This design comes from an exercise in tuning for small area, a short achievable clock period and few clock cycles per item on the open sky130 flow, not from production work.
At most, simulation tests tie the RTL to the original design; equivalence was not proved.
Power figures rest on the tool's default switching activity, not on a simulated workload.

==> flow/design.v (excerpt) <==
module ble_tx (
    input  wire       clk,
    input  wire       rst,
    input  wire       start_valid,
    output wire       start_ready,
    input  wire [5:0] start_channel,
    input  wire [1:0] start_phy,
    input  wire [4:0] start_plen,
    input  wire       in_valid,
    output wire       in_ready,
    input  wire [7:0] in_data,
    output reg        out_valid,
    input  wire       out_ready,
    output reg  [7:0] out_data,
    output reg        out_last
);
For scale: about 380 flip-flops, roughly 38 I/O pins.
export LEC_CHECK = 0
export CAP_MARGIN = 20
export CORE_MARGIN = 2
export CORE_UTILIZATION = 40
export CTS_BUF_LIST = sky130_fd_sc_hd__clkbuf_16
export CTS_CLUSTER_DIAMETER = 100
export CTS_CLUSTER_SIZE = 24
export PLACE_DENSITY = 0.6
export SETUP_SLACK_MARGIN = 2.7
export SLEW_MARGIN = 20
export TNS_END_PERCENT = 20
create_clock -name core_clock -period 5.0 [get_ports {clk}]
standard.sh (not shown) runs the stock make flow with config.mk's settings and CLKGATE_MAP_FILE= SYNTH_SCRIPT=/design/flow/synth_recipe.tcl, a recipe that flattens the netlist after the stock synthesis.
==> flow/flow/run.sh <==
#!/bin/bash
# The standard layout, with real buffers (not delay cells) on the ports.
set -euo pipefail
export BUFFER_PORTS_ARGS="-buffer_cell sky130_fd_sc_hd__buf_4"
bash standard.sh finish > layout.log 2>&1
The first run finished with timing, DRC and antenna clean.
Testbench counts at the start, summed over its fixed seeds: cycles 42,368, packets 384.
Then changed:
- CORE_UTILIZATION: 40 -> 35
- SETUP_SLACK_MARGIN: 2.7 -> 2.75
- TNS_END_PERCENT: 20 -> 0
What happened: Worst setup slack gets worse by 0.014 ns. Power stays flat. Non-clock buffer count shrinks by 1. Global-route usage shrinks by 1.9 points. Flip-flop and latch count is unchanged. Routed wire length shrinks by 1.9%. Via count grows by 0.32%. Die area grows by 14%. Cell area stays flat. Hold slack gets better by 0.0045 ns.
Then changed:
- CORE_UTILIZATION: 35 -> 40
- CTS_CLUSTER_SIZE: 24 -> 30
- SETUP_SLACK_MARGIN: 2.75 -> 2.7
- TNS_END_PERCENT: 0 -> unset
What happened: Synthesized cell count is unchanged. Via count came out lower by 0.71%. Register-to-register slack is better by 0.03 ns. Utilization came out higher by 5.6 points. Die area came out lower by 12%. Non-clock buffer count came out higher by 5.
Then changed:
- CTS_CLUSTER_SIZE: 30 -> 24
- PLACE_DENSITY: 0.6 -> 0.55
- SETUP_SLACK_MARGIN: 2.7 -> 2.75
- TNS_END_PERCENT: unset -> 0
Effect: The new run went through all stages and came out clean. Routed wire length rises by a few percent. Utilization rises by 0.19 points. Final cell count rises slightly.
Then changed:
- PLACE_DENSITY: 0.55 -> 0.6
- SETUP_SLACK_MARGIN: 2.75 -> 2.7
=> Sequential power barely changes. Worst hold slack degrades by 0.012 ns. Final area fell by 1.2%.
Then changed:
- CORE_UTILIZATION: 40 -> 50
- PLACE_DENSITY: 0.6 -> 0.65
- TNS_END_PERCENT: 0 -> unset
First-iteration DRC count climbs by 23%.
Clock-buffer cell count stays the same.
Routed wire length climbs by 1.8%.
Sequential power hardly moves.
Non-clock buffer count climbs by 16.
Hold slack barely changes.
Final cell count drops by 3.8%.
Critical path depth is unchanged.

* * *

Setup of middle:
ble_tx, a different RTL version from the one above (not shown whole).
Size: about 1,100 cells after synthesis, roughly 380 flip-flops, ~38 I/O pins, roughly 17,000 um^2 of cells after synthesis.
Settings: LEC_CHECK=0, CAP_MARGIN=20, CORE_MARGIN=2, CORE_UTILIZATION=40, CTS_BUF_LIST=sky130_fd_sc_hd__clkbuf_16, CTS_CLUSTER_DIAMETER=100, CTS_CLUSTER_SIZE=30, PLACE_DENSITY=0.6, SETUP_SLACK_MARGIN=2.5, SLEW_MARGIN=20; clock period 5.0 ns.
Scripts as last shown in full above: flow/flow/run.sh
Changes in east relative to middle:
==> flow/run.sh (new file) <==
#!/bin/bash
# synth_recipe.tcl (not shown) runs the flow's synth.tcl, then flattens the netlist and writes it again
# the make line also repeats each setting of config.mk as NAME=value (left out here)
make -C /OpenROAD-flow-scripts/flow DESIGN_CONFIG=/design/flow/config.mk WORK_HOME=/design/flow/orfs CLKGATE_MAP_FILE= SYNTH_SCRIPT=/design/flow/synth_recipe.tcl finish
removed: flow/flow/run.sh
removed: flow/standard.sh
## What came out
east has completed all stages; timing, DRC and antenna checks passed.
Against middle, final cell count in east fell slightly.
First-pass GRT wire length (east vs. middle) increases slightly
Number of buffer cells added on primary ports came out exactly the same in east and middle.
No functional check of the RTL was part of any run of this note.

* * *

build 54:
ble_tx with an RTL version that a note above also has.
Size: roughly 1,300 cells after synthesis, roughly 380 flip-flops, roughly 38 I/O pins, roughly 14,000 µm² of cells after synthesis.
clock: 5.0 ns
lec_check: 0
cap_margin: 20
core_margin: 2
core_utilization: 40
cts_buf_list: sky130_fd_sc_hd__clkbuf_16
cts_cluster_diameter: 100
cts_cluster_size: 24
place_density: 0.6
setup_slack_margin: 2.9
slew_margin: 20
tns_end_percent: 0
==> flow/flow/run.sh <==
#!/bin/bash
# The standard layout, with real buffers (not delay cells) on the ports.
set -euo pipefail
export BUFFER_PORTS_ARGS="-buffer_cell sky130_fd_sc_hd__buf_4"
bash standard.sh finish > layout.log 2>&1
The flow did not stop early for build 54: all stages ran, and the layout cleared the timing, design-rule and antenna checks.
Testbench counts of build 54, summed over its fixed seeds: cycles 42,368, packets 384.
> inputs changed (build 54 -> build 4)
# build 54
export LEC_CHECK = 0
export CAP_MARGIN = 20
export CORE_MARGIN = 2
export CORE_UTILIZATION = 40
export CTS_BUF_LIST = sky130_fd_sc_hd__clkbuf_16
export CTS_CLUSTER_DIAMETER = 100
export CTS_CLUSTER_SIZE = 24
export PLACE_DENSITY = 0.6
export SETUP_SLACK_MARGIN = 2.9
export SLEW_MARGIN = 20
export TNS_END_PERCENT = 0
create_clock -name core_clock -period 5.0 [get_ports {clk}]
# build 4
export LEC_CHECK = 0
export CAP_MARGIN = 20
export CORE_MARGIN = 2
export CORE_UTILIZATION = 40
export CTS_BUF_LIST = sky130_fd_sc_hd__clkbuf_16
export CTS_CLUSTER_DIAMETER = 100
export CTS_CLUSTER_SIZE = 24
export PLACE_DENSITY = 0.6
export SETUP_SLACK_MARGIN = 2.7
export SLEW_MARGIN = 20
export TNS_END_PERCENT = 0
create_clock -name core_clock -period 5.0 [get_ports {clk}]
==> flow/flow/run.sh <==
#!/bin/bash
# The standard layout, with real buffers (not delay cells) on the ports.
set -euo pipefail
export BUFFER_PORTS_ARGS="-buffer_cell sky130_fd_sc_hd__buf_2"
bash standard.sh finish > layout.log 2>&1
## What came out
- Build 4 | status: complete | timing, DRC, antenna: pass
- Build 54 → build 4: net switching share of the total power saw little to no change; worst-case clock skew saw a decrease; core utilization saw a decrease; clock power saw little to no change.
- Build 4 leaves less setup margin than build 54.
- Build 4 vs. build 54: clock network power share now sits higher; total design power now sits lower; weighted congestion reported at the end of routability-driven placement now sits higher.
Input-level comparison between build 53 and build 4:
# build 4
export LEC_CHECK = 0
export CAP_MARGIN = 20
export CORE_MARGIN = 2
export CORE_UTILIZATION = 40
export CTS_BUF_LIST = sky130_fd_sc_hd__clkbuf_16
export CTS_CLUSTER_DIAMETER = 100
export CTS_CLUSTER_SIZE = 24
export PLACE_DENSITY = 0.6
export SETUP_SLACK_MARGIN = 2.7
export SLEW_MARGIN = 20
export TNS_END_PERCENT = 0
create_clock -name core_clock -period 5.0 [get_ports {clk}]
# build 53
export LEC_CHECK = 0
export CAP_MARGIN = 20
export CORE_MARGIN = 2
export CORE_UTILIZATION = 40
export CTS_BUF_LIST = sky130_fd_sc_hd__clkbuf_16
export CTS_CLUSTER_DIAMETER = 100
export CTS_CLUSTER_SIZE = 24
export PLACE_DENSITY = 0.6
export SETUP_SLACK_MARGIN = 2.7
export SLEW_MARGIN = 20
create_clock -name core_clock -period 5.0 [get_ports {clk}]
==> flow/flow/run.sh <==
#!/bin/bash
# The standard layout, with real buffers (not delay cells) on the ports.
set -euo pipefail
export BUFFER_PORTS_ARGS="-buffer_cell sky130_fd_sc_hd__buf_4"
bash standard.sh finish > layout.log 2>&1
### Flow results
Looking at the reports, build 53 completed the entire flow and the layout it produced met the timing, design-rule and antenna checks. Comparing build 53 and build 4, the lower peak supply drop was measured on build 53. Build 4 → build 53: register-to-register slack moved up, worst setup slack moved up, shortest period the worst path allows moved down.
Inputs modified between build 53 and build 3:
# build 53
export LEC_CHECK = 0
export CAP_MARGIN = 20
export CORE_MARGIN = 2
export CORE_UTILIZATION = 40
export CTS_BUF_LIST = sky130_fd_sc_hd__clkbuf_16
export CTS_CLUSTER_DIAMETER = 100
export CTS_CLUSTER_SIZE = 24
export PLACE_DENSITY = 0.6
export SETUP_SLACK_MARGIN = 2.7
export SLEW_MARGIN = 20
create_clock -name core_clock -period 5.0 [get_ports {clk}]
# build 3
export LEC_CHECK = 0
export CAP_MARGIN = 20
export CORE_MARGIN = 2
export CORE_UTILIZATION = 40
export CTS_BUF_LIST = sky130_fd_sc_hd__clkbuf_16
export CTS_CLUSTER_DIAMETER = 100
export CTS_CLUSTER_SIZE = 24
export PLACE_DENSITY = 0.6
export SETUP_SLACK_MARGIN = 2.8
export SLEW_MARGIN = 20
export TNS_END_PERCENT = 0
create_clock -name core_clock -period 5.0 [get_ports {clk}]
[summary]
- Having completed the whole flow, build 53 delivered a layout that passed the timing, design-rule and antenna checks.
- Build 3 | stages: all done | timing, DRC, antenna: all pass
- From build 53 to build 3, number of buffers and inverters on the critical path did not move at all.
- As of build 3, non-clock buffer count had fallen by a little under 10% compared to build 53.
- Between build 3 and build 53, the post-layout instance area figures differ only marginally.
#### Input delta (build 76 over build 3)
# build 3
export LEC_CHECK = 0
export CAP_MARGIN = 20
export CORE_MARGIN = 2
export CORE_UTILIZATION = 40
export CTS_BUF_LIST = sky130_fd_sc_hd__clkbuf_16
export CTS_CLUSTER_DIAMETER = 100
export CTS_CLUSTER_SIZE = 24
export PLACE_DENSITY = 0.6
export SETUP_SLACK_MARGIN = 2.8
export SLEW_MARGIN = 20
export TNS_END_PERCENT = 0
create_clock -name core_clock -period 5.0 [get_ports {clk}]
# build 76
export LEC_CHECK = 0
export CAP_MARGIN = 20
export CORE_MARGIN = 2
export CORE_UTILIZATION = 40
export CTS_BUF_LIST = sky130_fd_sc_hd__clkbuf_16
export CTS_CLUSTER_DIAMETER = 100
export CTS_CLUSTER_SIZE = 24
export PLACE_DENSITY = 0.6
export SETUP_SLACK_MARGIN = 2.75
export SLEW_MARGIN = 20
export TNS_END_PERCENT = 0
create_clock -name core_clock -period 5.0 [get_ports {clk}]
Results
Build 76: done, clean on timing, DRC and antenna. Row non-clock buffer count: build 76 lower / build 3 higher. Wire length of the first global-routing pass is lower on build 76. Total detailed-routing wirelength (build 76 vs. build 3) decreases slightly. Taking build 3 as the reference, in build 76 maximum achievable frequency saw an increase, post-route standard cell area excluding fillers fell about 0.43%, fraction of power consumed by combinational cells moved down, setup slack moved up.

[what the ideal ports hide]
No port has a modelled driver above. Below, the same layouts with a new extraction and two added sets of constraints.
Step 1, drivers: a clkbuf_16 drives clk and a buf_2 each remaining input, both assumed.
Step 2, shift: input delay + t, output delay - t, t = (earliest + latest rising clock arrival at the registers) / 2. This alone moves slack from input paths to output paths.
a / b / c = ideal ports / drivers / drivers and shift; a / b = the first two.
run	t, ns	slack for setup (ns)	worst data-port slew with drivers (ns)
the first run of note 1	0.591	2.703 / 2.703 / 2.191	0.04
the second run of note 1	0.580	2.689 / 2.689 / 2.268	0.05
the third run of note 1	0.565	2.721 / 2.721 / 2.259	0.04
the fourth run of note 1	0.570	2.693 / 2.693 / 2.173	0.04
the fifth run of note 1	0.578	2.731 / 2.731 / 2.210	0.04
the sixth run of note 1	0.567	2.685 / 2.685 / 2.213	0.05
middle	0.582	2.514 / 2.514 / 2.514	0.06
east	0.589	2.576 / 2.534 / 2.200	0.06
build 54	0.583	2.729 / 2.729 / 2.329	0.04
build 4	0.580	2.718 / 2.718 / 2.195	0.04
build 53	0.574	2.749 / 2.749 / 2.251	0.04
build 3	0.582	2.737 / 2.737 / 2.253	0.04
build 76	0.580	2.780 / 2.780 / 2.252	0.04
After both steps setup and hold are still met in every run listed. For build 76, which loses most, drivers alone change the setup slack by 0.000 ns; drivers and shift together by -0.528 ns.
